This design comes from an exercise in tuning for small area, a short achievable clock period and few clock cycles on the open sky130 flow, not from production work. RTL that was checked went through simulation tests only; none was proved equivalent to the original. For runs 1 to 4, only the layout was checked, not whether the RTL still works. No activity file was given, so power comes from the tool's default toggle rates.

==> design.v <==
module picoweb_engine (
    input  wire        clk,
    input  wire        rst,
    input  wire        cmd_valid,
    output wire        cmd_ready,
    input  wire [1:0]  cmd_op,       
    input  wire [7:0]  cmd_type,     
    input  wire [7:0]  cmd_ctx,      
    input  wire [15:0] cmd_len,      
    input  wire [15:0] cmd_addr,     
    input  wire [5:0]  rx_len,       
    output wire [4:0]  rx_addr,
    input  wire [7:0]  rx_data,
    output wire [15:0] pay_addr,
    input  wire [7:0]  pay_data,
    output wire        tx_valid,
    output wire [7:0]  tx_data,
    output wire        ev_valid,
    output wire [1:0]  ev_kind,      
    output wire [7:0]  ev_type,
    output wire [7:0]  ev_ctx,
    output wire [7:0]  ev_data,
    output wire        rsp_valid,
    output wire [2:0]  rsp_status
);
    localparam MARKER = 8'hA5;
    localparam OP_TICK = 2'd0, OP_SUBMIT = 2'd1, OP_REGISTER = 2'd2, OP_PING = 2'd3;
    localparam E_IDLE = 2'd0, E_AWAIT = 2'd1, E_SENDING = 2'd2, E_RECV = 2'd3;
    localparam S_IDLE = 3'd0,    
               S_RD   = 3'd1,    
               S_DEC  = 3'd2,    
               S_PAY  = 3'd3,    
               S_TX   = 3'd4,    
               S_FLS  = 3'd5,    
               S_RSP  = 3'd6;    
    localparam A_NONE = 3'd0, A_NOOP = 3'd1, A_START = 3'd2, A_REJ = 3'd3,
               A_ACK = 3'd4, A_END = 3'd5, A_DATA = 3'd6, A_RESEND = 3'd7;
    reg [2:0]  st;
    reg        rdy;
    reg        rspv;
    reg [1:0]  estate;
    reg [2:0]  q_n;
    reg [7:0]  h_seq;
    reg [2:0]  pp_n;
    reg        last_valid;
    reg        txv;
    reg        evv;
    reg        bodyon;
    reg        flushing;         
    reg        flp;              
    reg [6:0]  q_type [0:3];
    reg [7:0]  q_ctx  [0:3];
    reg [15:0] q_len  [0:3];
    reg [15:0] q_addr [0:3];
    reg [7:0]  pp [0:3];
    reg [6:0]  d_type;           
    reg [7:0]  d_seq, d_ctx, d_cks;
    reg [4:0]  d_blen;           
    reg [7:0]  d_b0, d_b1, d_b2;  
    reg        d_pay;
    reg [7:0]  txd;
    reg [4:0]  tpos;             
    reg [15:0] paddr;
    reg [4:0]  raddr;
    reg        syn;              
    reg [7:0]  acc;              
    reg [7:0]  f_type, f_seq, f_ctx;
    reg [5:0]  f_len;            
    reg [2:0]  f_kc;             
    reg [1:0]  stat;             
    reg [1:0]  evk;
    integer i;
    assign cmd_ready  = rdy;
    assign rx_addr    = raddr;
    assign pay_addr   = paddr;
    assign tx_valid   = txv;
    assign tx_data    = txd;
    assign ev_valid   = evv;
    assign ev_kind    = evk;
    assign ev_type    = f_type;
    assign ev_ctx     = f_ctx;
    assign ev_data    = acc;
    assign rsp_valid  = rspv;
    assign rsp_status = {stat, 1'b0};
    wire in_rd  = (st == S_RD);
    wire in_dec = (st == S_DEC);
    wire in_pay = (st == S_PAY);
    wire in_tx  = (st == S_TX);
    wire in_fls = (st == S_FLS);
    wire accept = rdy && cmd_valid;
    wire [15:0] h_rem = q_len[0];
    wire [4:0]  h_k   = (h_rem > 16'd24) ? 5'd24 : h_rem[4:0];
    wire        ok      = (acc == 8'd0);
    wire        own     = f_type[0];
    wire        is_noop = syn || (!own && ok && f_kc == 3'd0);
    reg [2:0] act;
    reg [1:0] est_n;
    reg       rec, mark, body, pop;
    always @(*) begin
        act   = A_NONE;
        est_n = estate;
        rec   = 1'b0;
        mark  = 1'b0;
        body  = 1'b0;
        pop   = 1'b0;
        if (is_noop) begin
            if (q_n == 3'd0)
                act = A_NOOP;
            else if (estate == E_IDLE) begin
                act   = A_START;
                est_n = E_AWAIT;
            end
        end else if (own) begin
        end else if (!ok) begin
            act = A_REJ;
        end else begin
            case (f_kc)
            3'd1: rec = 1'b1;
            3'd2: mark = 1'b1;
            3'd3: begin
                case (estate)
                E_IDLE:    act = A_NOOP;
                E_AWAIT:   est_n = E_SENDING;
                E_SENDING: begin
                    if (h_rem != 16'd0)
                        act = A_DATA;
                    else begin
                        act   = A_END;
                        pop   = 1'b1;
                        est_n = E_IDLE;
                    end
                end
                default: ;
                endcase
            end
            3'd4: if (last_valid) act = A_RESEND;
            3'd5: begin act = A_ACK; est_n = E_RECV; end
            3'd6: begin act = A_ACK; est_n = E_IDLE; end
            default: begin
                if (estate == E_RECV && f_len >= 6'd9) begin
                    act  = A_ACK;
                    body = 1'b1;
                end
            end
            endcase
        end
    end
    wire flush = (est_n == E_IDLE);
    reg pp_hit;
    always @(*) begin
        pp_hit = 1'b0;
        for (i = 0; i < 4; i = i + 1)
            if (pp_n > i && pp[i] == f_ctx) pp_hit = 1'b1;
    end
    wire pp_rec = in_dec && rec && !pp_hit && pp_n != 3'd4;
    wire pay_last  = in_pay && (tpos == 5'd0);
    wire more_pong = (pp_n != 3'd0) && (in_fls || (in_tx && tpos == 5'd31 && flushing));
    wire ld_ping   = accept && cmd_op == OP_PING;
    wire ld_dec    = in_dec && act != A_NONE && act != A_DATA && act != A_RESEND;
    wire ld        = ld_ping || ld_dec || more_pong || pay_last;
    wire [7:0] cks_ack   = 8'h0F ^ f_seq ^ f_ctx;
    wire [7:0] cks_rej   = f_seq ^ f_ctx ^ f_type;
    wire [7:0] cks_start = h_seq ^ q_ctx[0] ^ {q_type[0], 1'b1} ^ h_rem[15:8] ^ h_rem[7:0];
    wire [7:0] cks_end   = 8'h05 ^ h_seq ^ q_ctx[0];
    wire [7:0] cks_pong  = 8'h0D ^ pp[0];
    reg [6:0] n_type;
    reg [7:0] n_seq, n_ctx, n_b0, n_b1, n_b2, n_cks;
    reg [4:0] n_blen;
    reg       n_pay;
    always @(*) begin
        n_type = 7'd0; n_seq = 8'd0; n_ctx = 8'd0; n_blen = 5'd0; n_cks = 8'h09;
        n_b0 = 8'd0; n_b1 = 8'd0; n_b2 = 8'd0; n_pay = 1'b0;
        case (st)
        S_IDLE: begin n_type = 7'd1; n_cks = 8'h0B; end      
        S_PAY: begin                                         
            n_type = q_type[0]; n_seq = h_seq; n_ctx = q_ctx[0]; n_blen = h_k;
            n_b1 = q_addr[0][15:8]; n_b2 = q_addr[0][7:0]; n_pay = 1'b1;
            n_cks = acc ^ pay_data;
        end
        S_DEC: begin
            case (act)
            A_ACK: begin
                n_type = 7'd3; n_seq = f_seq; n_ctx = f_ctx; n_cks = cks_ack;
            end
            A_REJ: begin
                n_type = 7'd4; n_seq = f_seq; n_ctx = f_ctx; n_blen = 5'd1; n_b0 = f_type;
                n_cks = cks_rej;
            end
            A_START: begin
                n_type = 7'd5; n_seq = h_seq; n_ctx = q_ctx[0]; n_blen = 5'd3;
                n_b0 = {q_type[0], 1'b1}; n_b1 = h_rem[15:8]; n_b2 = h_rem[7:0];
                n_cks = cks_start;
            end
            A_END: begin
                n_type = 7'd6; n_seq = h_seq; n_ctx = q_ctx[0]; n_cks = cks_end;
            end
            default: ;                                       
            endcase
        end
        default: begin n_type = 7'd2; n_ctx = pp[0]; n_cks = cks_pong; end  
        endcase
    end
    wire [7:0] data_hx = {q_type[0], 1'b1} ^ h_seq ^ q_ctx[0] ^ (8'd8 + {3'd0, h_k});
    wire [4:0] nx    = tpos + 5'd1;
    wire [4:0] nj    = nx - 5'd8;
    reg  [7:0] nbyte;
    always @(*) begin
        case (nx)
        5'd1: nbyte = d_seq;
        5'd2: nbyte = d_ctx;
        5'd3: nbyte = 8'd8 + {3'd0, d_blen};
        5'd4: nbyte = d_cks;
        5'd5, 5'd6, 5'd7: nbyte = 8'd0;
        default: begin
            if (nj >= d_blen)
                nbyte = 8'd0;
            else if (d_pay)
                nbyte = pay_data;
            else if (nj == 5'd0)
                nbyte = d_b0;
            else if (nj == 5'd1)
                nbyte = d_b1;
            else
                nbyte = d_b2;
        end
        endcase
    end
    always @(posedge clk) begin
        if (rst) begin
            st         <= S_IDLE;
            rdy        <= 1'b1;
            rspv       <= 1'b0;
            estate     <= E_IDLE;
            q_n        <= 3'd0;
            h_seq      <= 8'd0;
            pp_n       <= 3'd0;
            last_valid <= 1'b0;
            txv        <= 1'b0;
            evv        <= 1'b0;
            bodyon     <= 1'b0;
            flushing   <= 1'b0;
            flp        <= 1'b0;
        end else begin
            evv <= bodyon || (flp && !in_dec) || (in_dec && mark);
            if (bodyon && {1'b0, raddr} + 6'd1 == f_len) bodyon <= 1'b0;
            if (flp && !in_dec) flp <= 1'b0;
            if (ld) begin
                last_valid <= 1'b1;
                txv        <= 1'b1;
                st         <= S_TX;
            end
            if (more_pong)
                pp_n <= pp_n - 3'd1;
            if (pp_rec)
                pp_n <= pp_n + 3'd1;
            case (st)
            S_IDLE: begin
                if (cmd_valid) begin
                    rdy <= 1'b0;
                    case (cmd_op)
                    OP_TICK:
                        st <= (rx_len < 6'd8) ? S_DEC : S_RD;
                    OP_SUBMIT: begin
                        if (cmd_type[7:1] >= 7'd7 && q_n != 3'd4)
                            q_n <= q_n + 3'd1;
                        rspv <= 1'b1;
                        st   <= S_RSP;
                    end
                    OP_REGISTER: begin
                        rspv <= 1'b1;
                        st   <= S_RSP;
                    end
                    OP_PING:
                        flushing <= 1'b0;
                    endcase
                end
            end
            S_RD: begin
                if (raddr == 5'd0 && (syn || rx_data[0]))
                    st <= S_DEC;
                else if (raddr >= 5'd4 && {1'b0, raddr} + 6'd1 == f_len)
                    st <= S_DEC;
            end
            S_DEC: begin
                estate   <= est_n;
                flushing <= flush;
                flp      <= flush;
                bodyon   <= body;
                if (pop) begin
                    q_n   <= q_n - 3'd1;
                    h_seq <= 8'd0;
                end
                case (act)
                A_NONE: begin
                    if (flush)
                        st <= S_FLS;
                    else begin
                        rspv <= 1'b1;
                        st   <= S_RSP;
                    end
                end
                A_DATA:   st  <= S_PAY;
                A_RESEND: begin
                    txv <= 1'b1;
                    st  <= S_TX;
                end
                default: ;
                endcase
            end
            S_PAY:
                if (pay_last) h_seq <= h_seq + 8'd1;
            S_FLS:
                if (pp_n == 3'd0) begin
                    rspv <= 1'b1;
                    st   <= S_RSP;
                end
            S_TX: begin
                if (tpos == 5'd31) begin
                    if (!more_pong) txv <= 1'b0;
                end else if (tpos == 5'd30 && !(flushing && pp_n != 3'd0))
                    rspv <= 1'b1;
            end
            default: ;
            endcase
            if (rspv) begin
                rspv     <= 1'b0;
                rdy      <= 1'b1;
                st       <= S_IDLE;
                flushing <= 1'b0;
            end
        end
    end
    wire q_sh = in_dec && pop;
    always @(posedge clk) begin
        for (i = 0; i < 3; i = i + 1) begin
            if ((rdy && q_n == i) || q_sh) begin
                q_type[i] <= rdy ? cmd_type[7:1] : q_type[i+1];
                q_ctx[i]  <= rdy ? cmd_ctx       : q_ctx[i+1];
            end
            if ((rdy && q_n == i) || q_sh || (i == 0 && pay_last)) begin
                q_len[i]  <= rdy ? cmd_len  : (i == 0 && in_pay) ? h_rem - {11'd0, h_k} : q_len[i+1];
                q_addr[i] <= rdy ? cmd_addr : (i == 0 && in_pay) ? paddr + 16'd1        : q_addr[i+1];
            end
        end
        if (rdy && q_n == 3'd3) begin
            q_type[3] <= cmd_type[7:1];
            q_ctx[3]  <= cmd_ctx;
            q_len[3]  <= cmd_len;
            q_addr[3] <= cmd_addr;
        end
    end
    always @(posedge clk) begin
        for (i = 0; i < 4; i = i + 1)
            if ((pp_rec && pp_n == i) || (more_pong && i < 3))
                pp[i] <= in_dec ? f_ctx : pp[(i + 1) % 4];
    end
    always @(posedge clk) begin
        if (ld) begin
            d_type <= n_type; d_seq <= n_seq; d_ctx <= n_ctx; d_cks <= n_cks;
            d_blen <= n_blen; d_b0 <= n_b0; d_b1 <= n_b1; d_b2 <= n_b2; d_pay <= n_pay;
        end
    end
    always @(posedge clk) begin
        if (bodyon) begin
            evk   <= 2'd0;
            acc   <= rx_data;
            raddr <= raddr + 5'd1;
        end
        if (flp && !in_dec) begin
            evk    <= 2'd2;
            acc    <= 8'd0;
            f_type <= 8'd0;
            f_ctx  <= 8'd0;
        end
        if (ld) begin
            txd  <= {n_type, 1'b1};
            tpos <= 5'd0;
        end else if (in_dec && act == A_RESEND) begin
            txd  <= {d_type, 1'b1};
            tpos <= 5'd0;
        end else if (in_tx) begin
            tpos <= nx;
            txd  <= nbyte;
            if (tpos == 5'd6)
                paddr <= {d_b1, d_b2};
            else
                paddr <= paddr + 16'd1;
        end
        case (st)
        S_IDLE: begin
            raddr <= 5'd3;
            acc   <= 8'd0;
            f_len <= (rx_len > 6'd32) ? 6'd32 : rx_len;
            syn   <= (rx_len < 6'd8);
            stat  <= (cmd_op != OP_SUBMIT)    ? 2'd0 :
                     (cmd_type[7:1] < 7'd7)   ? 2'd1 :
                     (q_n == 3'd4)            ? 2'd2 : 2'd0;
        end
        S_RD: begin
            acc <= acc ^ rx_data;
            case (raddr)
            5'd0: f_type <= rx_data;
            5'd1: begin
                f_seq <= rx_data;
                f_kc  <= (f_type[7:1] < 7'd7) ? f_type[3:1] : 3'd7;
            end
            5'd2: f_ctx <= rx_data;
            5'd3: begin
                f_len <= rx_data[5:0];
                syn   <= (rx_data < 8'd8) || (rx_data > {2'b00, f_len});
            end
            default: ;
            endcase
            if (raddr == 5'd3)
                raddr <= 5'd0;
            else if (raddr == 5'd2)
                raddr <= 5'd4;
            else
                raddr <= raddr + 5'd1;
        end
        S_DEC: begin
            raddr <= 5'd8;
            if (mark) begin
                evk <= 2'd1;
                acc <= MARKER;
            end
            if (act == A_DATA) begin
                paddr <= q_addr[0];
                tpos  <= h_k - 5'd1;
                acc   <= data_hx;
            end
        end
        S_PAY: begin
            acc   <= acc ^ pay_data;
            paddr <= paddr + 16'd1;
            if (!pay_last) tpos <= tpos - 5'd1;
        end
        default: ;
        endcase
    end
endmodule
==> flow/run.sh <==
#!/bin/bash
# Standard ORFS layout of the design, with repair_timing aiming for extra setup
# slack. The constraints (constraint.sdc) are the standard flow's, unchanged.
set -euo pipefail
export SETUP_SLACK_MARGIN=${MARGIN:-6.5}
bash standard.sh finish > flow_finish.log 2>&1
==> standard.sh <==
#!/bin/bash
# synth_recipe.tcl (not shown) runs the flow's synth.tcl, then flattens the netlist and writes it again
# the make line also repeats each setting of config.mk as NAME=value (left out here)
make -C /OpenROAD-flow-scripts/flow DESIGN_CONFIG=/design/flow/config.mk WORK_HOME=/design/flow/orfs CLKGATE_MAP_FILE= SYNTH_SCRIPT=/design/flow/synth_recipe.tcl "${@:-finish}"
==> config.mk <==
export PLATFORM = sky130hd
export DESIGN_NAME = picoweb_engine
export DESIGN_NICKNAME = picoweb_engine
export VERILOG_FILES = /design/flow/design.v
export SDC_FILE = /design/flow/constraint.sdc
export NUM_CORES = 4
export LEC_CHECK = 0
export CAP_MARGIN = 20
export CORE_MARGIN = 2
export CORE_UTILIZATION = 40
export SLEW_MARGIN = 20
==> constraint.sdc <==
create_clock -name core_clock -period 10.0 [get_ports {clk}]
set_input_delay 2.0000 -clock core_clock [delete_from_list [all_inputs] [get_ports {clk}]]
set_output_delay 2.0000 -clock core_clock [all_outputs]
set_load 0.01 [all_outputs]
==> notes.md, run 1 <==
outcome finished clean; P&R area growth vs syn 19.6%; Worst Path Class, Setup flop to flop; setup TNS 0 ps; Peak Freq 288 MHz; Final HPWL DP around 47 mm; CP bufs+invs 0; DR top layer met4; core footprint between 0.05 and 0.06 mm2; post-route cell area 0.0248 mm2; hold endpoint evk[0]$_DFF_P_; Pre-antenna DRT Iters 6; DIE WIDTH 232 um; Post-synth ARST share 0%; first-pass GRT wire length 100 mm; delay-heaviest family, CP simple AND/OR/NAND/NOR gates; Mean Syn Cell Area around 9.9 um2; cell row count 83; clk slew on worst S/H paths 60 ps; GRT Overall Usage 24.8%; initial antenna violation count 0; nets@finish approximately 2300; I/O pin cnt 137; die area between 0.05 and 0.06 mm2; Startpoint Class flop; routed metal-1 wire length 29.8 mm; Pins Over Slew Limit 0; placement-stage cell area ~0.023 mm2; GPL Wtd Cong 0.930; clk latency of the worst-skew pair 590 ps; Detailed Route Iter0 Violations 1818; CTS tree yes; Cell variety after synth 80; r2r startpoint q_len[0][10]$_DFFE_PP_; Max-Cap Viols 0; Inserted Clock Buffers 44; syn nets 2211; Routed Antenna Nets 0; leakage 9.51 nW; met3 wire len 4.95 mm; number of synthesized flops with an enable pin 313; Seq/Total Area, Yosys 52.6%; Vias/cell 5.72; Hold Startpoint evk[0]$_DFF_P_; dominant synthesized flop cell edfxtp_1; commonest non-fill, non-tap cell in the layout edfxtp_1; FILL cells 4794; WL final 67.1 mm; worst reg-to-reg setup slack ~6500 ps; root buf cell clkbuf_16; wire per inst 22.9 um; met2 wire length 30.0 mm; Least-Margin Pin Slew 876 ps; register area 0.0110 mm2; Fin Hold WS approximately 450 ps; Initial Util 40.4%; Crit. End Element flop; Worst Slack Setup Final 6520 ps; worst r2r dst d_cks[1]$_DFFE_PP_; multi-input combinational cell area 0.00900 mm2; grt ovf 0; slowest cell delay on critical path between 600 and 700 ps; Final Hold Fails 0; Synth Register Bits 388; dpl ws roughly 4200 ps; largest net degree at the start of global routing between 100 and 150; share of layout cells above drive strength 1 a little over a tenth; largest fanout on the critical path 7; post-synthesis cell area 0.0207 mm2; Hold Path Stages 1; DR DRC count 0; Die Y 232 um; Sink Count 388; PortBufs 134; Pwr Density 289 mW/mm2; final setup violating endpoints 0; clk_skew between 20 and 25 ps; crit-path cells or4_1, or3_1, o211a_1, a2bb2oi_1, nor2_1, nand2_1, a222oi_1; CP max stage cell or4_1; Max Root-Sink Buffers 3; critical path arrival 3780 ps; vias in the first global route 15800; maximum VDD drop 121 uV; type of the worst min-delay path flop to flop; RSZ-0062 raised after global routing yes; most used cells in the layout excluding fill and tap cells edfxtp_1, nand2_1, o21ai_0; DR vias 16800; H-Tree Depth 2; reg2reg path depth 7; YS warnings 6; Worst Path Required 10300 ps; Mapped Cells 2089; relative max-transition margin 41.1%; fin crit period ~3500 ps; fin crit share between 30% and 40%; Total Power 7.16 mW
## area by class of cell
class / instances / share of cell area [%]
multi-input combinational: 1426 / 36.3
sequential: 388 / 44.3
clock buffer: 59 / 4.96
timing repair buffer: 202 / 7.52
inverter: 158 / 2.42
timing repair inverter: 1 / 0.0303
clock inverter: 22 / 1.00
antenna: 1 / 0.0101
tap: 680 / 3.43
## through the flow
stage | std cells | util (%)
after floorplan | 2089 | -
after global placement | 2812 | 44.2
after detailed placement | 2812 | 44.2
after CTS | 2923 | 47.9
after global routing | 2936 | 48.3
final | 2937 | 48.3
## where the power goes
part | internal [mW] | switching (mW)
clock network | 0.972 | 0.682
logic | 1.03 | 1.71
registers | 2.30 | 0.461
total | 4.31 | 2.86
## logic make-up after synthesis
family | count (synthesis) | share of synthesized area [%]
simple gates | 627 | 14.3
compound gates | 566 | 17.1
flops | 388 | 52.6
buf+inv | 277 | 5.19
xor+xnor | 141 | 5.96
fa+ha+maj | 47 | 2.84
mux | 41 | 2.01
other cells | 2 | 0.0362
## what timing repair did
| item | in CTS | in global routing |
|---|---|---|
| pin swaps | 3 | 4 |
| resized for setup | 135 | 29 |
| endpoints found under the setup margin | 214 | 202 |
| setup buffers | 27 | 12 |
| hold buffers | 0 | 0 |
| gates cloned | 3 | 1 |
## synth_stat cells (9+ instances only)
cell | number | share of area (%)
o221ai_1 | 12 | 0.51
nor3_1 | 37 | 0.89
o31ai_1 | 11 | 0.40
o22ai_1 | 14 | 0.42
a31oi_1 | 27 | 0.82
dfxtp_1 | 75 | 7.2
nand3_1 | 43 | 1.0
xnor2_1 | 69 | 2.9
a21oi_1 | 96 | 2.3
a2bb2oi_1 | 9 | 0.38
o211ai_1 | 15 | 0.54
and3_1 | 17 | 0.51
and2_1 | 10 | 0.30
ha_1 | 47 | 2.8
buf_1 | 16 | 0.29
o21ai_0 | 226 | 5.5
edfxtp_1 | 313 | 45
nor2b_1 | 9 | 0.27
a22oi_1 | 29 | 1.1
o21a_1 | 14 | 0.51
nand2b_1 | 24 | 0.72
mux2i_1 | 36 | 1.7
nand2_1 | 244 | 4.4
nor4_1 | 14 | 0.42
inv_1 | 157 | 2.8
a22o_1 | 16 | 0.68
clkbuf_1 | 90 | 1.6
nand4_1 | 17 | 0.51
xor2_1 | 72 | 3.0
a211oi_1 | 18 | 0.65
a21o_1 | 18 | 0.65
or3_1 | 14 | 0.42
nor2_1 | 147 | 2.7
## worst max-delay path by stage
stage               slack [ps]               endpoint                   start  cells after the start
global placement          4270       st[2]$_SDFF_PP0_               cmd_op[0]                     10
finish                    6520     d_cks[1]$_DFFE_PP_  q_len[0][10]$_DFFE_PP_                      7
CTS                       6500              ev_ctx[3]        f_ctx[3]$_DFF_P_                      1
detailed placement        4240       st[2]$_SDFF_PP0_               cmd_op[0]                     10
floorplan                 5710  d_b0[0]$_SDFFCE_PN0P_               cmd_op[0]                      6
global route              6490     pp[2][7]$_DFFE_PP_        st[0]$_SDFF_PP0_                      9
## routing by layer
metal | GRT usage (%) | vias to the layer above
met1 | 36.0 | 8139
li1 | - | 7824
met2 | 38.0 | 713
met5 | 0 | -
met3 | 3.31 | 135
met4 | 8.95 | 0
## state kept, by name, summed over array words and instances (netlist names), 16 cells and up
register and count:
q_addr 64, q_len 64, pp 32, q_ctx 32
q_type 28, paddr 16
==> run 2, diff against run 1 <==
==> flow/run.sh (replaced) <==
#!/bin/bash
# Standard ORFS layout of the design, with repair_timing aiming for extra setup
# slack. The constraints (constraint.sdc) are the standard flow's, unchanged.
set -euo pipefail
export SETUP_SLACK_MARGIN=${MARGIN:-7.0}
bash standard.sh finish > flow_finish.log 2>&1
==> run 2 against run 1 <==
Effect of this change:
- still clean
- sequential share of layout area shrank 3.0 points
- combinational power up about 30%
- critical endpoint is now d_seq[5]$_DFFE_PP_
- synthesized cell count unchanged
- global-route usage rose by 1.2 points
- die area did not move
- synthesized area is the same
- clock power decreased by 4%
- worst setup slack gained 160 ps
- via count grew 5.1%
- first-iteration DRC count grew 5.2%
==> notes.md, run 2 <==
dpl ws 4530 ps (+291 ps); leakage 10.4 nW (+9.1%); Synth top area share 45.4% (unchanged); syn nets 2211 (unchanged); DIE WIDTH 232 um (unchanged); most used cell, CP buf_12; Startpoint Class input port; DR vias 17700 (+5.1%); clk latency of the worst-skew pair 600 ps (about the same); largest fanout on the critical path 5 (-2); P&R area growth vs syn 29.2%; initial antenna violation count 0 (unchanged); final setup violating endpoints 0 (unchanged); cell row count 83 (unchanged); Initial Util 40.4% (unchanged); post-synthesis cell area 0.0207 mm2 (unchanged); Pre-antenna DRT Iters 6 (unchanged); critical path arrival 3680 ps (-100 ps); Pwr Density 293 mW/mm2 (+1.4%); nets@finish 2475 (+5.6%); DR DRC count 0 (unchanged); Detailed Route Iter0 Violations 1912 (+5.2%); antenna cells 0 (-1); GPL Wtd Cong 0.937 (+0.77%); setup TNS 0 ps (unchanged); I/O pin cnt 137 (unchanged); Combinational Power Share 45.3% (+7.0 points); Mean Syn Cell Area 9.92 um2 (unchanged); crit-path cells buf_8, ha_4, nand3_4, and3_4, o211ai_1, o21ai_4, buf_12, clkinvlp_4, buf_6, buf_12, buf_16; Final Hold Fails 0 (unchanged); most numerous cell in the Yosys netlist edfxtp_1; YS warnings 6 (unchanged); Synth area leaders edfxtp_1, dfxtp_1, o21ai_0; share of layout cells above drive strength 1 21.7% (+11 points); Yosys top cell by area edfxtp_1; core footprint 0.0513 mm2 (unchanged); Sw Ratio 39.6% (-0.24 points); CP max stage cell o21ai_4; dominant synthesized flop cell edfxtp_1; Peak Freq 302 MHz (+4.8%); root buf cell clkbuf_16; Pins Over Slew Limit 0 (unchanged); Seq/Total Area, Yosys 52.6% (unchanged); number of synthesized flops with an enable pin 313 (unchanged); largest net degree at the start of global routing 117 (-10%); relative max-transition margin 31.3% (-9.8 points); register area 0.0111 mm2 (+0.69%); grt ovf 0 (unchanged); Sw Pwr 3.11 mW (+8.8%); die area 0.0536 mm2 (unchanged); multi-input combinational cell area 0.00959 mm2 (+6.5%); maximum VDD drop 217 uV (+79%); Die Y 232 um (unchanged); Final HPWL DP 47.6 mm (+0.45%); clk slew on worst S/H paths 60 ps (about the same); fin crit period 3320 ps (-160 ps); Worst Slack Setup Final 6680 ps (+160 ps); Sink Count 388 (unchanged); Core Util, Final 52.2% (+3.8 points); Internal Power 4.73 mW (+9.9%); delay-heaviest family, CP buffers and inverters; outcome finished clean; wire per inst 23.1 um (+1.2%); PortBufs 134 (unchanged); Post-synth ARST share 0% (unchanged); Max Root-Sink Buffers 3 (unchanged); FILL cells 4621 (-3.6%); most used cells in the layout excluding fill and tap cells edfxtp_1, nand2_1, o21ai_0; Largest regs q_addr x64, q_len x64; commonest non-fill, non-tap cell in the layout edfxtp_1; Worst Path Required 10360 ps (+60 ps); Max-Cap Viols 0 (unchanged); Total Power 7.84 mW (+9.5%); Crit. End Element flop; vias in the first global route 16900 (+7.1%); worst reg-to-reg setup slack 6710 ps (+190 ps); slowest cell delay on critical path 230 ps (-400 ps); RSZ-0062 raised after global routing yes; Clk pwr share 20.2% (-2.9 points); Synth Register Bits 388 (unchanged); Seq pwr share 34.5% (-4.1 points); Routed Antenna Nets 0 (unchanged); Worst Path Class, Setup input port to flop; H-Tree Depth 2 (unchanged); Inserted Clock Buffers 44 (unchanged); first-pass GRT wire length 106 mm (+5.2%); WL final 71.0 mm (+5.7%); GRT Overall Usage 26.0% (+1.2 points); Cell variety after synth 80 (unchanged); fin crit share 33.2% (-1.6 points); clk_skew 30.6 ps (+10.4 ps); Least-Margin Pin Slew 1030 ps (+151 ps); Mapped Cells 2089 (unchanged); type of the worst min-delay path flop to flop; top cells by count, synth edfxtp_1, nand2_1, o21ai_0; CTS tree yes; Vias/cell 5.76 (+0.61%); CP bufs+invs 6 (+6)
run 2: worst register-to-register path: stages (launching register included):
cell and delay [ps]:
edfxtp_1 470, buf_4 200, buf_4 200, and4b_1 250
o2111a_1 320, a41o_2 310, o221ai_2 440, o21ai_4 130
buf_12 160, clkinvlp_4 120, buf_6 180, buf_12 120
buf_16 110
run 2: kinds of logic (layout without fill, tap and decap cells):
| logic type | count (synthesis) | after routing | share of synthesized area (%) |
|---|---|---|---|
| AOI/OAI and AO/OA | 566 | 567 | 17.1 |
| xor gates and xnor gates | 141 | 141 | 5.96 |
| adders and majority gates | 47 | 47 | 2.84 |
| buffers and inverters | 277 | 571 | 5.19 |
| DFF | 388 | 388 | 52.6 |
| muxes | 41 | 41 | 2.01 |
| other | 2 | 2 | 0.0362 |
| and+or+nand+nor | 627 | 630 | 14.3 |
run 2: final timing paths:
kind                                            start                 end  cells past startpoint
worst max-delay path                        cmd_op[0]  d_seq[5]$_DFFE_PP_                     11
worst min-delay path                   evk[0]$_DFF_P_      evk[0]$_DFF_P_                      1
worst max register to register  f_kc[1]$_SDFFCE_PP1P_  d_ctx[6]$_DFFE_PP_                     12
worst min register to register         evk[0]$_DFF_P_      evk[0]$_DFF_P_                      1
run 2: stage by stage:
step / cell area, um2 / std cells / hold slack (ps)
2_1_floorplan: 20900 / 2089 / 420
5_1_grt: 26800 / 3067 / 468
4_1_cts: 26100 / 3022 / 462
3_3_place_gp: 22800 / 2812 / 441
6_report: 26800 / 3067 / 461
3_5_place_dp: 22800 / 2812 / 448
run 2: cell type report:
class | count | area share (%)
clock buffer | 59 | 4.40
clock inverter | 21 | 0.846
inverter | 158 | 2.23
multi-input combinational | 1428 | 35.8
sequential | 388 | 41.3
tap | 680 | 3.18
timing repair buffer | 332 | 12.2
timing repair inverter | 1 | 0.0280
run 2: layer usage:
layer / up-vias / track usage [%] / wire (um)
met4: 0 / 10.1 / 2940
met5: - / 0 / 0
met3: 175 / 4.79 / 6040
met1: 8549 / 36.5 / 30400
met2: 833 / 39.9 / 31600
li1: 8105 / - / -
run 2: power by group through the flow:
stage          sequential, mW  combinational (mW)  clock (mW)
4_1_cts                  2.68                3.30        1.62
2_1_floorplan            2.55                1.68           0
6_report                 2.71                3.55        1.58
5_1_grt                  2.73                3.79        1.68
3_5_place_dp             2.84                2.43           0
3_3_place_gp             2.84                2.40           0
run 2: what timing repair did:
item                                    in CTS  in global routing
pin swaps                                   32                 31
gates cloned                                13                  2
endpoints found under the setup margin     412                307
endpoints found under the hold margin        0                  0
buffers inserted                           117                 43
hold buffers                                 0                  0
gates resized for setup                    535                 81
==> run 3, diff against run 2 <==
==> flow/run.sh (replaced) <==
#!/bin/bash
# Standard ORFS layout of the design (the standard.sh, its constraint.sdc
# unchanged), with these changes to how the layout is made:
#  - repair_timing aims for extra setup slack (SETUP_SLACK_MARGIN),
#  - the port buffers are buf_2 cells (repair may resize them),
#  - clock tree synthesis inserts no dummy loads.
set -euo pipefail
export SETUP_SLACK_MARGIN=${MARGIN:-6.8}
export BUFFER_PORTS_ARGS="-buffer_cell sky130_fd_sc_hd__buf_2"
export CTS_ARGS="-sink_clustering_enable -repair_clock_nets -dont_use_dummy_load"
bash standard.sh finish > flow_finish.log 2>&1
==> run 3 against run 2 <==
Effect of this change:
- still clean
- fmax up 3.2%
- clock power down 11%
- final area down 8.7%
- routed wire length down 4.0%
- final cell count down 4.2%
- via count down 4.4%
- utilization down 4.6 points
- die area unchanged
- total power down 10%
- worst hold slack better by 20 ps
- critical path type unchanged
==> notes.md, run 3 <==
outcome finished clean; Initial Util 40.4% (unchanged); Crit. End Element flop; H-Tree Depth 2 (unchanged); Mapped Cells 2089 (unchanged); number of synthesized flops with an enable pin 313 (unchanged); grt ovf 0 (unchanged); Core Util, Final 47.6% (-4.6 points); Least-Margin Pin Slew 1060 ps (+37.3 ps); Worst Path Class, Setup input port to flop; top cells by count, synth edfxtp_1, nand2_1, o21ai_0; Max Root-Sink Buffers 3 (unchanged); crit-path cells buf_8, ha_4, nand3_4, and3_4, o211ai_1, o21ai_4, buf_12, nand2_1, a2111o_1; antenna cells 0 (unchanged); most used cells in the layout excluding fill and tap cells edfxtp_1, nand2_1, o21ai_0; reg2reg path depth 8 (-4); Synth area leaders edfxtp_1, dfxtp_1, o21ai_0; CP max stage cell a2111o_1; Startpoint Class input port; clk slew on worst S/H paths 60 ps (about the same); Pre-antenna DRT Iters 6 (unchanged); Combinational Power Share 41.0% (-4.3 points); vias in the first global route 16100 (-4.9%); fin crit period 3210 ps (-102 ps); Peak Freq 311 MHz (+3.2%); I/O pin cnt 137 (unchanged); post-synthesis cell area 0.0207 mm2 (unchanged); Internal Power 4.21 mW (-11%); relative max-transition margin 28.8% (-2.5 points); largest fanout on the critical path 9 (+4); slowest cell delay on critical path 410 ps (+180 ps); GRT Overall Usage 24.9% (-1.2 points); Max-Cap Viols 0 (unchanged); Mean Syn Cell Area 9.92 um2 (unchanged); placement-stage cell area 0.0220 mm2 (-3.3%); maximum VDD drop 154 uV (-29%); commonest non-fill, non-tap cell in the layout edfxtp_1; clk_skew 66.2 ps (+35.6 ps); type of the worst min-delay path flop to flop; dominant synthesized flop cell edfxtp_1; Inserted Clock Buffers 46 (+4.5%); critical path arrival 3640 ps (-40 ps); root buf cell clkbuf_16; DR vias 16900 (-4.4%); setup TNS 0 ps (unchanged); P&R area growth vs syn 17.9%; wire per inst 23.2 um (+0.19%); cell row count 83 (unchanged); Synth top area share 45.4% (unchanged); Synth Register Bits 388 (unchanged); met3 GRT Util 4.21% (-0.58 points); most numerous cell in the Yosys netlist edfxtp_1; Clk pwr share 20.0% (-0.2 points); CTS tree yes; leakage 9.48 nW (-8.6%); RSZ-0062 raised after global routing yes; nets@finish 2382 (-3.8%); Cell variety after synth 80 (unchanged); die area 0.0536 mm2 (unchanged); met1 Use GR 35.3% (-1.2 points); Yosys top cell by area edfxtp_1; largest net degree at the start of global routing 116 (-0.85%); initial antenna violation count 1 (+1); Post-CTS Hold Buffers 0 (unchanged); Detailed Route Iter0 Violations 1746 (-8.7%); DIE WIDTH 232 um (unchanged); Die Y 232 um (unchanged); Sw Pwr 2.83 mW (-9.0%); Hold Path Stages 1 (unchanged); GR peak layer met2; DR DRC count 0 (unchanged); Post-synth ARST share 0% (unchanged); WL final 68.1 mm (-4.0%); first-pass GRT wire length 101 mm (-4.3%); Sink Count 388 (unchanged); share of layout cells above drive strength 1 17.9% (-3.8 points); core footprint 0.0513 mm2 (unchanged); clk latency of the worst-skew pair 590 ps (about the same); Sw Ratio 40.2% (+0.53 points); PortBufs 134 (unchanged); Seq/Total Area, Yosys 52.6% (unchanged); YS warnings 6 (unchanged); Final HPWL DP 47.3 mm (-0.59%); GR Util met2 37.4% (-2.5 points); fin crit share 32.1% (-1.0 points); GPL Wtd Cong 0.924 (-1.4%); Pins Over Slew Limit 0 (unchanged); final setup violating endpoints 0 (unchanged); syn nets 2211 (unchanged); Final Hold Fails 0 (unchanged); Routed Antenna Nets 0 (unchanged); post-route cell area 0.0244 mm2 (-8.7%); Vias/cell 5.75 (-0.15%); Worst Path Required 10430 ps (+70 ps); Seq pwr share 39.0% (+4.5 points); Pwr Density 288 mW/mm2 (-1.6%); Largest regs q_addr x64, q_len x64
[run 3: changes by cell type in the layout (fill, tap and decap cells not counted), sizes merged, moves of 3 or more]
cell / previous run / this run
clkdlybuf4s50: 55 / 0
buf: 263 / 238
clkinv: 18 / 1
clkbuf: 61 / 48
dlygate4sd2: 6 / 0
clkdlybuf4s15: 3 / 0
dlymetal6s2s: 3 / 0
[run 3: logic make-up after synthesis]
kind of cell	after synthesis	synth area share, %
other	2	0.0362
multiplexers	41	2.01
flip-flops	388	52.6
AND/OR/NAND/NOR	627	14.3
XOR/XNOR	141	5.96
AO/OA/AOI/OAI	566	17.1
buffers and inverters	277	5.19
adder cells (fa/ha/maj)	47	2.84
[run 3: cell type report]
class	instances	area (um2)
Clock buffer	46	1150
Fill cell	4790	26900
Inverter	158	602
Multi-Input combinational cell	1426	9150
Sequential cell	388	11000
Tap cell	680	851
Timing Repair Buffer	240	1690
[run 3: final timing paths]
check	slack [ps]	end	from
worst min-delay path	480	evk[0]$_DFF_P_	evk[0]$_DFF_P_
worst max register to register	6790	d_ctx[1]$_DFFE_PP_	q_len[0][11]$_DFFE_PP_
worst min register to register	480	evk[0]$_DFF_P_	evk[0]$_DFF_P_
worst max-delay path	6790	txd[0]$_SDFFE_PP1N_	cmd_op[1]
[run 3: routing by layer]
metal	part of all wire [%]	wire, um	vias to the layer above
met5	0	0	-
li1	-	-	7853
met4	4.7	3170	0
met3	7.7	5280	176
met1	43	29600	8129
met2	44	30100	735
[run 3: stage by stage]
stage / power [mW] / setup slack (ps) / hold slack, ps / std cells
2_1_floorplan: 4.21 / 5760 / 420 / 2089
6_report: 7.04 / 6790 / 481 / 2938
5_1_grt: 7.38 / 6750 / 502 / 2938
3_3_place_gp: 5.11 / 5470 / 433 / 2810
3_5_place_dp: 5.15 / 5430 / 461 / 2810
4_1_cts: 6.86 / 6700 / 474 / 2898
[run 3: critical path, delay by kind of cell]
kind | cells | cell delay (ps)
AOI/OAI and AO/OA | 3 | 770
and+or+nand+nor | 3 | 430
buffers and inverters | 2 | 270
adders and majority gates | 1 | 160
[run 3: repair_timing]
| item | 4_1_cts | 5_1_grt |
|---|---|---|
| setup buffers | 37 | 37 |
| pin swaps | 8 | 14 |
| endpoints found under the setup margin | 292 | 234 |
| resized for setup | 99 | 35 |
| gates cloned | 5 | 3 |
[run 3: power groups by stage]
stage	clock network [mW]	logic (mW)	registers [mW]
floorplan	0	1.66	2.55
global placement	0	2.29	2.82
detailed placement	0	2.32	2.83
CTS	1.43	2.69	2.74
global route	1.49	3.12	2.78
finish	1.41	2.89	2.75
==> run 4, diff against run 3 <==
--- a/flow/run.sh
+++ b/flow/run.sh
@@ -5,7 +5,7 @@
 #  - the port buffers are buf_2 cells (repair may resize them),
 #  - clock tree synthesis inserts no dummy loads.
 set -euo pipefail
-export SETUP_SLACK_MARGIN=${MARGIN:-6.8}
+export SETUP_SLACK_MARGIN=${MARGIN:-6.5}
 export BUFFER_PORTS_ARGS="-buffer_cell sky130_fd_sc_hd__buf_2"
 export CTS_ARGS="-sink_clustering_enable -repair_clock_nets -dont_use_dummy_load"
 bash standard.sh finish > flow_finish.log 2>&1
==> run 4 against run 3 <==
Effect of this change:
- worst hold slack got worse by 24 ps
- routed wire length fell by 2.3%
- clock power shrank 3%
- critical path type is now flop to output port
- total power shrank 4.3%
- highest routed layer unchanged
- count of clock-buffer cells in the layout decreased by 2
- clock skew fell by 22 ps
==> notes.md, run 4 <==
outcome finished clean; Pre-antenna DRT Iters 6 (unchanged); Post-synth ARST share 0% (unchanged); maximum VDD drop 112 uV (-27%); Pins Over Slew Limit 0 (unchanged); Final HPWL DP 46.9 mm (-0.85%); clk latency of the worst-skew pair 580 ps (about the same); WL final 66.6 mm (-2.3%); largest fanout on the critical path 8 (-1); final setup violating endpoints 0 (unchanged); fin crit period 3480 ps (+262 ps); Sw Ratio 41.1% (+0.92 points); GRT Overall Usage 24.4% (-0.42 points); DR vias 16700 (-1.4%); H-Tree Depth 2 (unchanged); most numerous cell in the Yosys netlist edfxtp_1; CP max stage cell dfxtp_1; RSZ-0062 raised after global routing yes; Largest regs q_addr x64, q_len x64; Vias/cell 5.75 (about the same); Die Y 232 um (unchanged); critical path arrival 1480 ps (-2160 ps); Initial Util 40.4% (unchanged); Worst Path Class, Setup flop to output port; commonest non-fill, non-tap cell in the layout edfxtp_1; top cells by count, synth edfxtp_1, nand2_1, o21ai_0; Peak Freq 288 MHz (-7.5%); Synth top area share 45.4% (unchanged); Internal Power 3.97 mW (-5.8%); Clk pwr share 20.4% (+0.4 points); r2r startpoint q_len[0][10]$_DFFE_PP_; vias in the first global route 15800 (-1.5%); CP bufs+invs 1 (-1); Worst Slack Setup Final 6520 ps (-262 ps); setup TNS 0 ps (unchanged); dpl ws 4660 ps (-766 ps); Max-Cap Viols 0 (unchanged); reg2reg path depth 9 (+1); Combinational Power Share 38.4% (-2.6 points); Detailed Route Iter0 Violations 1765 (+1.1%); syn nets 2211 (unchanged); Least-Margin Pin Slew 1010 ps (-56.9 ps); cell row count 83 (unchanged); GPL Wtd Cong 0.937 (+1.4%); slowest cell delay on critical path 680 ps (+270 ps); Mapped Cells 2089 (unchanged); Max Root-Sink Buffers 3 (unchanged); Seq/Total Area, Yosys 52.6% (unchanged); number of synthesized flops with an enable pin 313 (unchanged); Inserted Clock Buffers 44 (-4.3%); clk slew on worst S/H paths 50 ps (about the same); DR DRC count 0 (unchanged); PortBufs 134 (unchanged); YS warnings 6 (unchanged); Synth area leaders edfxtp_1, dfxtp_1, o21ai_0; crit-path cells buf_2; grt ovf 0 (unchanged); Worst Setup EP ev_ctx[1]; first-pass GRT wire length 99.2 mm (-1.9%); FILL cells 4876 (+1.8%); delay-heaviest family, CP flip-flops; I/O pin cnt 137 (unchanged); worst reg-to-reg setup slack 6550 ps (-240 ps); Crit. End Element output port; Crit path depth 1 (-8); Pwr Density 285 mW/mm2 (-1.3%); wire per inst 23.0 um (-0.85%); relative max-transition margin 32.5% (+3.7 points); post-synthesis cell area 0.0207 mm2 (unchanged); Post-CTS Hold Buffers 0 (unchanged); share of layout cells above drive strength 1 14.2% (-3.7 points); Cell variety after synth 80 (unchanged); Mean Syn Cell Area 9.92 um2 (unchanged); dominant synthesized flop cell edfxtp_1; fin crit share 34.8% (+2.6 points); Sink Count 388 (unchanged); crit path from f_ctx[1]$_DFF_P_; core footprint 0.0513 mm2 (unchanged); Routed Antenna Nets 0 (unchanged); Synth Register Bits 388 (unchanged); Worst Path Required 8000 ps (-2430 ps); Sw Pwr 2.77 mW (-2.1%); clk_skew 44.5 ps (-21.7 ps); P&R area growth vs syn 14.2%; Startpoint Class flop; worst r2r dst d_seq[3]$_DFFE_PP_; DIE WIDTH 232 um (unchanged); die area 0.0536 mm2 (unchanged); largest net degree at the start of global routing 105 (-9.5%); nets@finish 2339 (-1.8%); Seq pwr share 41.2% (+2.2 points); Final Hold Fails 0 (unchanged); most used cells in the layout excluding fill and tap cells edfxtp_1, nand2_1, o21ai_0; type of the worst min-delay path flop to flop; initial antenna violation count 2 (+1); Yosys top cell by area edfxtp_1; CTS tree yes; root buf cell clkbuf_16; leakage 9.19 nW (-3.1%)
-- run 4: layout make-up --
class | count | area, um2 | area share, %
Antenna cell | 1 | 2.50 | 0.0106
Clock buffer | 44 | 1100 | 4.65
Inverter | 158 | 601 | 2.54
Multi-Input combinational cell | 1425 | 8980 | 37.9
Sequential cell | 388 | 10900 | 46.1
Tap cell | 680 | 851 | 3.60
Timing Repair Buffer | 199 | 1220 | 5.14
Timing Repair inverter | 1 | 7.51 | 0.0317
-- run 4: how the worst min path moves through the flow --
stage,cells past startpoint,end,slack [ps],startpoint
after global placement,1,evk[0]$_DFF_P_,430,evk[0]$_DFF_P_
final,1,evk[0]$_DFF_P_,460,evk[0]$_DFF_P_
after global routing,1,evk[0]$_DFF_P_,490,evk[0]$_DFF_P_
after detailed placement,1,evk[0]$_DFF_P_,440,evk[0]$_DFF_P_
after CTS,1,evk[0]$_DFF_P_,450,evk[0]$_DFF_P_
after floorplan,2,last_valid$_SDFFE_PP0P_,420,last_valid$_SDFFE_PP0P_
-- run 4: repair_timing --
item	4_1_cts	5_1_grt
pin swaps	2	2
cloned	2	0
buffers inserted	12	28
resized for setup	25	20
setup endpoints to repair	171	127
-- run 4: logic make-up after synthesis --
group	synth area share [%]
mux	2.01
compound gates	17.1
simple gates	14.3
fa+ha+maj	2.84
xor+xnor	5.96
flops	52.6
buf+inv	5.19
other cells	0.0362
-- run 4: power by group through the flow --
stage               Combinational, mW  Clock, mW  Sequential [mW]
CTS                              2.45       1.39             2.77
finish                           2.59       1.37             2.78
global placement                 2.29          0             2.81
floorplan                        1.64          0             2.55
detailed placement               2.31          0             2.82
global route                     2.80       1.46             2.80
-- run 4: routing by layer --
metal	global-route usage [%]	vias up	share of wire (%)
met5	0	-	0
met4	9.25	0	3.9
met3	4.31	159	8.0
met2	37.4	777	44
met1	34.5	7952	44
li1	-	7765	-
-- run 4: per-stage QoR --
step | instances | hold WS (ps) | util, % | cell area, um2 | power (mW)
finish | 2896 | 457 | 46.1 | 23700 | 6.74
global route | 2895 | 486 | 46.1 | 23700 | 7.06
CTS | 2867 | 455 | 45.5 | 23300 | 6.61
detailed placement | 2809 | 443 | 42.9 | 22000 | 5.13
global placement | 2809 | 433 | 42.9 | 22000 | 5.10
floorplan | 2089 | 420 | - | 20800 | 4.20
==> run 5, diff against run 4 <==
--- a/design.v
+++ b/design.v
@@ -48,16 +48,15 @@
     reg        bodyon;
     reg        flushing;         
     reg        flp;              
+    reg        pingld;           
     reg [6:0]  q_type [0:3];
     reg [7:0]  q_ctx  [0:3];
     reg [15:0] q_len  [0:3];
     reg [15:0] q_addr [0:3];
     reg [7:0]  pp [0:3];
-    reg [6:0]  d_type;           
+    reg [2:0]  d_code;           
     reg [7:0]  d_seq, d_ctx, d_cks;
-    reg [4:0]  d_blen;           
-    reg [7:0]  d_b0, d_b1, d_b2;  
-    reg        d_pay;
+    reg [7:0]  d_b0;             
     reg [7:0]  txd;
     reg [4:0]  tpos;             
     reg [15:0] paddr;
@@ -155,51 +154,48 @@
     wire pp_rec = in_dec && rec && !pp_hit && pp_n != 3'd4;
     wire pay_last  = in_pay && (tpos == 5'd0);
     wire more_pong = (pp_n != 3'd0) && (in_fls || (in_tx && tpos == 5'd31 && flushing));
-    wire ld_ping   = accept && cmd_op == OP_PING;
     wire ld_dec    = in_dec && act != A_NONE && act != A_DATA && act != A_RESEND;
-    wire ld        = ld_ping || ld_dec || more_pong || pay_last;
+    wire ld        = ld_dec || more_pong || pay_last;     
+    wire ld_d      = ld || pingld;                         
     wire [7:0] cks_ack   = 8'h0F ^ f_seq ^ f_ctx;
     wire [7:0] cks_rej   = f_seq ^ f_ctx ^ f_type;
     wire [7:0] cks_start = h_seq ^ q_ctx[0] ^ {q_type[0], 1'b1} ^ h_rem[15:8] ^ h_rem[7:0];
     wire [7:0] cks_end   = 8'h05 ^ h_seq ^ q_ctx[0];
     wire [7:0] cks_pong  = 8'h0D ^ pp[0];
-    reg [6:0] n_type;
-    reg [7:0] n_seq, n_ctx, n_b0, n_b1, n_b2, n_cks;
-    reg [4:0] n_blen;
-    reg       n_pay;
+    reg [2:0] n_code;
+    reg [7:0] n_seq, n_ctx, n_b0, n_cks;
     always @(*) begin
-        n_type = 7'd0; n_seq = 8'd0; n_ctx = 8'd0; n_blen = 5'd0; n_cks = 8'h09;
-        n_b0 = 8'd0; n_b1 = 8'd0; n_b2 = 8'd0; n_pay = 1'b0;
-        case (st)
-        S_IDLE: begin n_type = 7'd1; n_cks = 8'h0B; end      
+        n_code = 3'd0; n_seq = 8'd0; n_ctx = 8'd0; n_cks = 8'h09; n_b0 = 8'd0;
+        if (pingld) begin n_code = 3'd1; n_cks = 8'h0B; end  
+        else case (st)
         S_PAY: begin                                         
-            n_type = q_type[0]; n_seq = h_seq; n_ctx = q_ctx[0]; n_blen = h_k;
-            n_b1 = q_addr[0][15:8]; n_b2 = q_addr[0][7:0]; n_pay = 1'b1;
+            n_code = 3'd7; n_seq = h_seq; n_ctx = q_ctx[0]; n_b0 = {3'd0, h_k};
             n_cks = acc ^ pay_data;
         end
         S_DEC: begin
             case (act)
             A_ACK: begin
-                n_type = 7'd3; n_seq = f_seq; n_ctx = f_ctx; n_cks = cks_ack;
+                n_code = 3'd3; n_seq = f_seq; n_ctx = f_ctx; n_cks = cks_ack;
             end
             A_REJ: begin
-                n_type = 7'd4; n_seq = f_seq; n_ctx = f_ctx; n_blen = 5'd1; n_b0 = f_type;
-                n_cks = cks_rej;
+                n_code = 3'd4; n_seq = f_seq; n_ctx = f_ctx; n_b0 = f_type; n_cks = cks_rej;
             end
             A_START: begin
-                n_type = 7'd5; n_seq = h_seq; n_ctx = q_ctx[0]; n_blen = 5'd3;
-                n_b0 = {q_type[0], 1'b1}; n_b1 = h_rem[15:8]; n_b2 = h_rem[7:0];
-                n_cks = cks_start;
+                n_code = 3'd5; n_seq = h_seq; n_ctx = q_ctx[0]; n_cks = cks_start;
             end
             A_END: begin
-                n_type = 7'd6; n_seq = h_seq; n_ctx = q_ctx[0]; n_cks = cks_end;
+                n_code = 3'd6; n_seq = h_seq; n_ctx = q_ctx[0]; n_cks = cks_end;
             end
             default: ;                                       
             endcase
         end
-        default: begin n_type = 7'd2; n_ctx = pp[0]; n_cks = cks_pong; end  
+        default: begin n_code = 3'd2; n_ctx = pp[0]; n_cks = cks_pong; end  
         endcase
     end
+    wire [7:0] n_tbyte = (n_code == 3'd7) ? {q_type[0], 1'b1} : {4'd0, n_code, 1'b1};
+    wire [7:0] d_tbyte = (d_code == 3'd7) ? {q_type[0], 1'b1} : {4'd0, d_code, 1'b1};
+    wire [4:0] d_blen  = (d_code == 3'd7) ? d_b0[4:0] :
+                         (d_code == 3'd4) ? 5'd1 : (d_code == 3'd5) ? 5'd3 : 5'd0;
     wire [7:0] data_hx = {q_type[0], 1'b1} ^ h_seq ^ q_ctx[0] ^ (8'd8 + {3'd0, h_k});
     wire [4:0] nx    = tpos + 5'd1;
     wire [4:0] nj    = nx - 5'd8;
@@ -214,14 +210,16 @@
         default: begin
             if (nj >= d_blen)
                 nbyte = 8'd0;
-            else if (d_pay)
+            else if (d_code == 3'd7)
                 nbyte = pay_data;
-            else if (nj == 5'd0)
+            else if (d_code == 3'd4)
                 nbyte = d_b0;
+            else if (nj == 5'd0)
+                nbyte = {q_type[0], 1'b1};
             else if (nj == 5'd1)
-                nbyte = d_b1;
+                nbyte = h_rem[15:8];
             else
-                nbyte = d_b2;
+                nbyte = h_rem[7:0];
         end
         endcase
     end
@@ -240,7 +238,9 @@
             bodyon     <= 1'b0;
             flushing   <= 1'b0;
             flp        <= 1'b0;
+            pingld     <= 1'b0;
         end else begin
+            pingld <= 1'b0;
             evv <= bodyon || (flp && !in_dec) || (in_dec && mark);
             if (bodyon && {1'b0, raddr} + 6'd1 == f_len) bodyon <= 1'b0;
             if (flp && !in_dec) flp <= 1'b0;
@@ -270,8 +270,13 @@
                         rspv <= 1'b1;
                         st   <= S_RSP;
                     end
-                    OP_PING:
-                        flushing <= 1'b0;
+                    OP_PING: begin
+                        flushing   <= 1'b0;
+                        pingld     <= 1'b1;
+                        last_valid <= 1'b1;
+                        txv        <= 1'b1;
+                        st         <= S_TX;
+                    end
                     endcase
                 end
             end
@@ -355,9 +360,8 @@
                 pp[i] <= in_dec ? f_ctx : pp[(i + 1) % 4];
     end
     always @(posedge clk) begin
-        if (ld) begin
-            d_type <= n_type; d_seq <= n_seq; d_ctx <= n_ctx; d_cks <= n_cks;
-            d_blen <= n_blen; d_b0 <= n_b0; d_b1 <= n_b1; d_b2 <= n_b2; d_pay <= n_pay;
+        if (ld_d) begin
+            d_code <= n_code; d_seq <= n_seq; d_ctx <= n_ctx; d_cks <= n_cks; d_b0 <= n_b0;
         end
     end
     always @(posedge clk) begin
@@ -373,21 +377,23 @@
             f_ctx  <= 8'd0;
         end
         if (ld) begin
-            txd  <= {n_type, 1'b1};
+            txd  <= n_tbyte;
             tpos <= 5'd0;
         end else if (in_dec && act == A_RESEND) begin
-            txd  <= {d_type, 1'b1};
+            txd  <= d_tbyte;
             tpos <= 5'd0;
         end else if (in_tx) begin
             tpos <= nx;
-            txd  <= nbyte;
+            txd  <= pingld ? 8'h00 : nbyte;
             if (tpos == 5'd6)
-                paddr <= {d_b1, d_b2};
+                paddr <= q_addr[0] - {11'd0, d_b0[4:0]};
             else
                 paddr <= paddr + 16'd1;
         end
         case (st)
         S_IDLE: begin
+            txd   <= 8'h03;              
+            tpos  <= 5'd0;
             raddr <= 5'd3;
             acc   <= 8'd0;
             f_len <= (rx_len > 6'd32) ? 6'd32 : rx_len;
--- a/flow/run.sh
+++ b/flow/run.sh
@@ -5,7 +5,7 @@
 #  - the port buffers are buf_2 cells (repair may resize them),
 #  - clock tree synthesis inserts no dummy loads.
 set -euo pipefail
-export SETUP_SLACK_MARGIN=${MARGIN:-6.5}
+export SETUP_SLACK_MARGIN=${MARGIN:-7.0}
 export BUFFER_PORTS_ARGS="-buffer_cell sky130_fd_sc_hd__buf_2"
 export CTS_ARGS="-sink_clustering_enable -repair_clock_nets -dont_use_dummy_load"
 bash standard.sh finish > flow_finish.log 2>&1
==> run 5 against run 4 <==
Effect of this change:
- still clean
- via count grew 0.40%
- routed wire length grew 1.7%
- worst setup slack gained 310 ps
- final cell count grew 2.6%
- clock skew grew 40 ps
- utilization grew 3.1 points
- register-to-register slack gained 460 ps
- global-route usage grew 0.97 points
- die area shrank 2.7%
- synthesized area shrank 2.8%
- total power shrank 5.6%
- largest power group is now combinational cells
- highest routed layer is now met5
==> notes.md, run 5 <==
number of synthesized flops with an enable pin 280 (-11%); Worst Path Class, Setup flop to output port; commonest non-fill, non-tap cell in the layout edfxtp_1; GPL Wtd Cong 0.952 (+1.6%); slowest cell delay on critical path 420 ps (-260 ps); type of the worst min-delay path flop to flop; crit-path cells buf_2; fin crit share 31.6% (-3.1 points); multi-input combinational cell area 0.00956 mm2 (+6.5%); register area 0.0102 mm2 (-6.1%); DIE WIDTH 228 um (-1.4%); Sink Count 363 (-6.4%); CTS tree yes; top cells by count, synth edfxtp_1, nand2_1, o21ai_0; relative max-transition margin 36.0% (+3.4 points); Inserted Clock Buffers 43 (-2.3%); CP max stage cell edfxtp_1; clk slew on worst S/H paths 60 ps (about the same); first-pass GRT wire length 101 mm (+1.3%); Final HPWL DP 47.7 mm (+1.7%); dominant synthesized flop cell edfxtp_1; share of layout cells above drive strength 1 22.0% (+7.8 points); Crit. End Element output port; Cell variety after synth 93 (+16%); syn nets 2209 (-0.090%); PortBufs 134 (unchanged); Seq/Total Area, Yosys 50.0% (-2.6 points); vias in the first global route 15900 (+0.27%); Least-Margin Pin Slew 960 ps (-47.0 ps); DR vias 16700 (+0.40%); Mapped Cells 2081 (-0.38%); maximum VDD drop 159 uV (+42%); cell row count 82 (-1.2%); most used cells in the layout excluding fill and tap cells edfxtp_1, nand2_1, o21ai_0; Total Power 6.36 mW (-5.6%); Pre-antenna DRT Iters 5 (-1); Yosys top cell by area edfxtp_1; die area 0.0522 mm2 (-2.7%); leakage 9.56 nW (+4.1%); largest fanout on the critical path 2 (-6); grt ovf 0 (unchanged); nets@finish 2427 (+3.8%); YS warnings 6 (unchanged); Initial Util 40.3% (-0.069 points); FILL cells 4612 (-5.4%); outcome finished clean; Max-Cap Viols 0 (unchanged); Routed Antenna Nets 0 (unchanged); Final Hold Fails 0 (unchanged); delay-heaviest family, CP flip-flops; Placed Cells 2797 (-0.43%); Startpoint Class flop; Pins Over Slew Limit 0 (unchanged); P&R area growth vs syn 22.0%; CP bufs+invs 1 (unchanged); core footprint 0.0500 mm2 (-2.6%); Max Root-Sink Buffers 3 (unchanged); I/O pin cnt 137 (unchanged); Worst Path Required 8000 ps (about the same); setup TNS 0 ps (unchanged); Synth area leaders edfxtp_1, dfxtp_1, o21ai_0; Detailed Route Iter0 Violations 1585 (-10%); Post-CTS Hold Buffers 0 (unchanged); Post-synth ARST share 0% (unchanged); final setup violating endpoints 0 (unchanged); post-synthesis cell area 0.0201 mm2 (-2.8%); Die Y 228 um (-1.4%); Core Util, Final 49.2% (+3.1 points); Synth Register Bits 363 (-6.4%); Vias/cell 5.63 (-2.1%); largest net degree at the start of global routing 118 (+12%); GRT Overall Usage 25.4% (+0.97 points); Peak Freq 316 MHz (+9.9%); WL final 67.7 mm (+1.7%); fin crit period 3160 ps (-313 ps); Mean Syn Cell Area 9.68 um2 (-2.4%); DR DRC count 0 (unchanged); RSZ-0062 raised after global routing yes; critical path arrival 1160 ps (-320 ps); Post-Layout Cell Count 2971 (+2.6%); wire per inst 22.8 um (-0.90%); Largest regs q_addr x64, q_len x64; Synth top area share 41.7% (-3.6 points); Pwr Density 259 mW/mm2 (-9.2%); initial antenna violation count 2 (unchanged); most numerous cell in the Yosys netlist edfxtp_1; H-Tree Depth 2 (unchanged); root buf cell clkbuf_16; clk latency of the worst-skew pair 590 ps (about the same); clk_skew 84.9 ps (+40.4 ps)
-- run 5: cell types whose count changed after synthesis, moves of 9 or more --
cell,previous run,this run
xor2_1,72,61
edfxtp_1,313,280
nand2_1,244,267
xnor2_1,69,89
nor3_1,37,46
a221oi_1,7,17
o21ai_0,226,205
a31oi_1,27,13
a21boi_0,1,11
buf_1,16,6
-- run 5: area by class of cell --
| type | count | area share (%) |
|---|---|---|
| clock buffer | 43 | 4.38 |
| tap | 672 | 3.42 |
| timing repair buffer | 286 | 9.17 |
| antenna | 2 | 0.0204 |
| multi-input combinational | 1448 | 38.9 |
| inverter | 157 | 2.45 |
| sequential | 363 | 41.7 |
-- run 5: routing by layer --
layer | up-vias | routed length (um) | global-route usage (%) | share of wire [%]
met5 | - | 13 | 0 | 0.019
met4 | 2 | 2600 | 10.2 | 3.8
met3 | 136 | 5970 | 6.16 | 8.8
met2 | 690 | 30000 | 39.0 | 44
met1 | 7985 | 29100 | 34.5 | 43
li1 | 7906 | - | - | -
-- run 5: metrics by stage --
step           hold slack (ps)  instance area [um2]  setup WS [ps]
2_1_floorplan              440                20200           6620
3_3_place_gp               432                21400           6200
3_5_place_dp               434                21400           6170
4_1_cts                    445                24000           6830
5_1_grt                    462                24600           6820
6_report                   438                24600           6840
-- run 5: worst reg2reg max path, delay by kind of cell (launching register included) --
kind | cells | cell delay [ps]
simple gates | 3 | 500
flops | 1 | 350
buf+inv | 3 | 480
compound gates | 5 | 1350
-- run 5: cells by family (layout without fill, tap and decap cells) --
family,Yosys count,count (layout),synth area share [%]
mux,30,30,1.50
fa+ha+maj,53,53,3.33
compound gates,557,557,18.0
xor+xnor,150,150,6.52
simple gates,655,656,15.5
other cells,2,4,0.0373
buf+inv,271,486,5.17
flops,363,363,50.0
-- run 5: path summary, 6_finish.rpt --
check / startpoint / to / slack [ps] / cells after the start
worst max-delay path: raddr[3]$_DFFE_PP_ / rx_addr[3] / 6840 / 1
worst min register to register: evk[0]$_DFF_P_ / evk[0]$_DFF_P_ / 440 / 2
worst min-delay path: evk[0]$_DFF_P_ / evk[0]$_DFF_P_ / 440 / 2
worst max register to register: acc[0]$_DFF_P_ / d_cks[4]$_SDFFCE_PP0P_ / 7010 / 11
-- run 5: power breakdown --
part | switching, mW | internal (mW) | leakage (nW)
Combinational | 1.62 | 1.15 | 5.72
Sequential | 0.270 | 1.99 | 3.32
Clock | 0.581 | 0.750 | 0.530
-- run 5: repair_timing --
item,CTS,global route
setup endpoints to repair,327,292
gates cloned,1,0
pin swaps,21,27
buffers inserted,92,36
resized for setup,226,62
Testbench counts of run 5, summed over its fixed seeds: cycles 105,091.
==> run 6, diff against run 5 <==
--- a/config.mk
+++ b/config.mk
@@ -7,5 +7,5 @@
 export LEC_CHECK = 0
 export CAP_MARGIN = 20
 export CORE_MARGIN = 2
-export CORE_UTILIZATION = 40
+export CORE_UTILIZATION = 60
 export SLEW_MARGIN = 20
==> run 6 against run 5 <==
Effect of this change:
- sequential share of layout area increased by 0.45 points
- die area fell by 33%
- critical path depth is the same
- global-route usage rose by 11 points
- critical path type unchanged
- largest power group unchanged
- total power fell by 1.0%
- non-clock buffer count increased by 17
- synthesized cell count stayed put
- count of clock-buffer cells in the layout is 3 lower
- worst setup slack improved by 86 ps
- first-iteration DRC count up 18%
- fmax up 2.8%
==> notes.md, run 6 <==
DIE WIDTH 187 um (-18%); delay-heaviest family, CP flip-flops; largest net degree at the start of global routing 92 (-22%); PortBufs 134 (unchanged); simple-gate area share of the yosys netlist 15.5% (unchanged); GPL Wtd Cong 1.01 (+5.9%); largest family of logic cells by synthesized area compound AO/OA/AOI/OAI gates; RSZ-0062 raised after global routing yes; Synth top area share 41.7% (unchanged); dominant synthesized flop cell edfxtp_1; dpl ws 5940 ps (-222 ps); met2 wire length 29.6 mm (-1.3%); setup TNS 0 ps (unchanged); Least-Margin Pin Slew 987 ps (+27.1 ps); clk latency of the worst-skew pair 550 ps (-40 ps); grt ovf 0 (unchanged); leakage 9.61 nW (+0.45%); r2r startpoint q_len[0][14]$_DFFE_PP_; routed metal-1 wire length 27.2 mm (-6.6%); Mapped Cells 2081 (unchanged); final setup violating endpoints 0 (unchanged); Vias/cell 6.36 (+13%); xor/xnor share of the synthesized area 6.52% (unchanged); Pwr Density 259 mW/mm2 (+0.12%); reg2reg path depth 11 (unchanged); Max-Cap Viols 0 (unchanged); number of synthesized flops with an enable pin 280 (unchanged); first-pass GRT wire length 98.2 mm (-2.3%); Hold Startpoint evk[0]$_DFF_P_; Inserted Clock Buffers 40 (-7.0%); most used cells in the layout excluding fill and tap cells edfxtp_1, nand2_1, o21ai_0; type of the worst min-delay path flop to flop; I/O pin cnt 137 (unchanged); clk_skew 54.5 ps (-30.4 ps); Worst Path Required 8000 ps (about the same); Startpoint Class flop; Sink Count 363 (unchanged); Largest regs q_addr x64, q_len x64; cell row count 67 (-18%); Initial Util 60.5% (+20 points); WL final 66.4 mm (-1.9%); clk slew on worst S/H paths 60 ps (about the same); fin crit period 3080 ps (-86.1 ps); Routed Antenna Nets 0 (unchanged); Total Power 6.29 mW (-1.0%); compound-cell area share of the yosys netlist 18.0% (unchanged); Final Hold Fails 0 (unchanged); slowest cell delay on critical path 400 ps (-20 ps); vias in the first global route 16400 (+3.5%); mux share of post-synthesis cell area 1.50% (unchanged); worst reg-to-reg setup slack 6960 ps (-50 ps); Hold Path Stages 2 (unchanged); relative max-transition margin 33.7% (-2.3 points); most numerous cell in the Yosys netlist edfxtp_1; GRT Overall Usage 36.6% (+11 points); met3 wire len 7.36 mm (+23%); core footprint 0.0333 mm2 (-33%); CP max stage cell edfxtp_1; Die Y 187 um (-18%); outcome finished clean; Worst Path Class, Setup flop to output port; syn nets 2209 (unchanged); DR vias 17600 (+5.2%); Peak Freq 325 MHz (+2.8%); top cells by count, synth edfxtp_1, nand2_1, o21ai_0; Fin Hold WS 445 ps (+7.62 ps); Crit. End Element output port; DR DRC count 0 (unchanged); Mean Syn Cell Area 9.68 um2 (unchanged); worst r2r dst d_cks[2]$_SDFFCE_PP0P_; nets@finish 2445 (+0.74%); CTS tree yes; largest fanout on the critical path 2 (unchanged); initial antenna violation count 1 (-1); Detailed Route Iter0 Violations 1874 (+18%); Max Root-Sink Buffers 3 (unchanged); post-synthesis cell area 0.0201 mm2 (unchanged); Worst Slack Setup Final 6920 ps (+86.1 ps); P&R area growth vs syn 20.6%; H-Tree Depth 2 (unchanged); fin crit share 30.8% (-0.86 points); Pins Over Slew Limit 0 (unchanged); maximum VDD drop 173 uV (+8.7%); Synth area leaders edfxtp_1, dfxtp_1, o21ai_0; commonest non-fill, non-tap cell in the layout edfxtp_1; crit-path cells buf_2; Post-Layout Cell Count 2764 (-7.0%); adder-cell share of the synthesized area 3.33% (unchanged); YS warnings 6 (unchanged); critical path arrival 1080 ps (-80 ps); share of layout cells above drive strength 1 22.2% (+0.13 points); die area 0.0351 mm2 (-33%); Cell variety after synth 93 (unchanged); wire per inst 24.0 um (+5.5%); Pre-antenna DRT Iters 5 (unchanged); Post-synth ARST share 0% (unchanged); Final HPWL DP 44.5 mm (-6.8%); Seq/Total Area, Yosys 50.0% (unchanged); Post-CTS Hold Buffers 0 (unchanged); DR top layer met5; Yosys top cell by area edfxtp_1; root buf cell clkbuf_16; Placed Cells 2570 (-8.1%); Synth Register Bits 363 (unchanged); CP bufs+invs 1 (unchanged); hold endpoint evk[0]$_DFF_P_
## run 6: cell count changes in the layout (fill, tap and decap cells not counted), sizes merged
cell	change
or2	+2
a21o	+2
clkbuf	-4
diode	-1
buf	+18
## run 6: worst max path at each step
stage | end | cells after the start | from | slack (ps)
global placement | q_addr[0][7]$_DFFE_PP_ | 9 | st[2]$_SDFF_PP0_ | 6020
detailed placement | q_addr[0][7]$_DFFE_PP_ | 9 | st[2]$_SDFF_PP0_ | 5940
floorplan | syn$_DFFE_PP_ | 9 | rx_data[1] | 6620
global route | d_cks[2]$_SDFFCE_PP0P_ | 11 | q_len[0][3]$_DFFE_PP_ | 6850
finish | rx_addr[3] | 1 | raddr[3]$_DFFE_PP_ | 6920
CTS | rx_addr[2] | 1 | raddr[2]$_DFFE_PP_ | 6910
## run 6: area by class of cell
type,count,area [um2]
Sequential cell,363,10200
Multi-Input combinational cell,1452,9640
Fill cell,2444,8980
Timing Repair Buffer,303,2260
Clock buffer,40,1000
Inverter,157,599
Tap cell,448,561
Antenna cell,1,2.50
## run 6: timing repair
action	in CTS	in global routing
resized for setup	170	84
pin swaps	24	32
gates cloned	3	2
setup buffers	94	54
endpoints found under the setup margin	354	290
## run 6: cell families after synthesis
kind of cell,Yosys count
muxes,30
AOI/OAI and AO/OA,557
other,2
xor gates and xnor gates,150
and+or+nand+nor,655
buffers and inverters,271
adders and majority gates,53
DFF,363
## run 6: power breakdown
part	switching (mW)	internal, mW
sequential	0.262	1.99
combinational	1.65	1.15
clock	0.543	0.700
total	2.45	3.84
## run 6: metal layers
metal,vias up,GRT usage [%]
li1,7954,-
met1,8481,52.8
met2,984,55.7
met3,161,7.90
met4,2,11.3
met5,-,0
## run 6: metrics by stage
step	utilization (%)	cell area [um2]
after floorplan	-	20200
after global placement	63.4	21100
after detailed placement	63.5	21100
after CTS	70.5	23500
after global routing	73.0	24300
final	73.0	24300
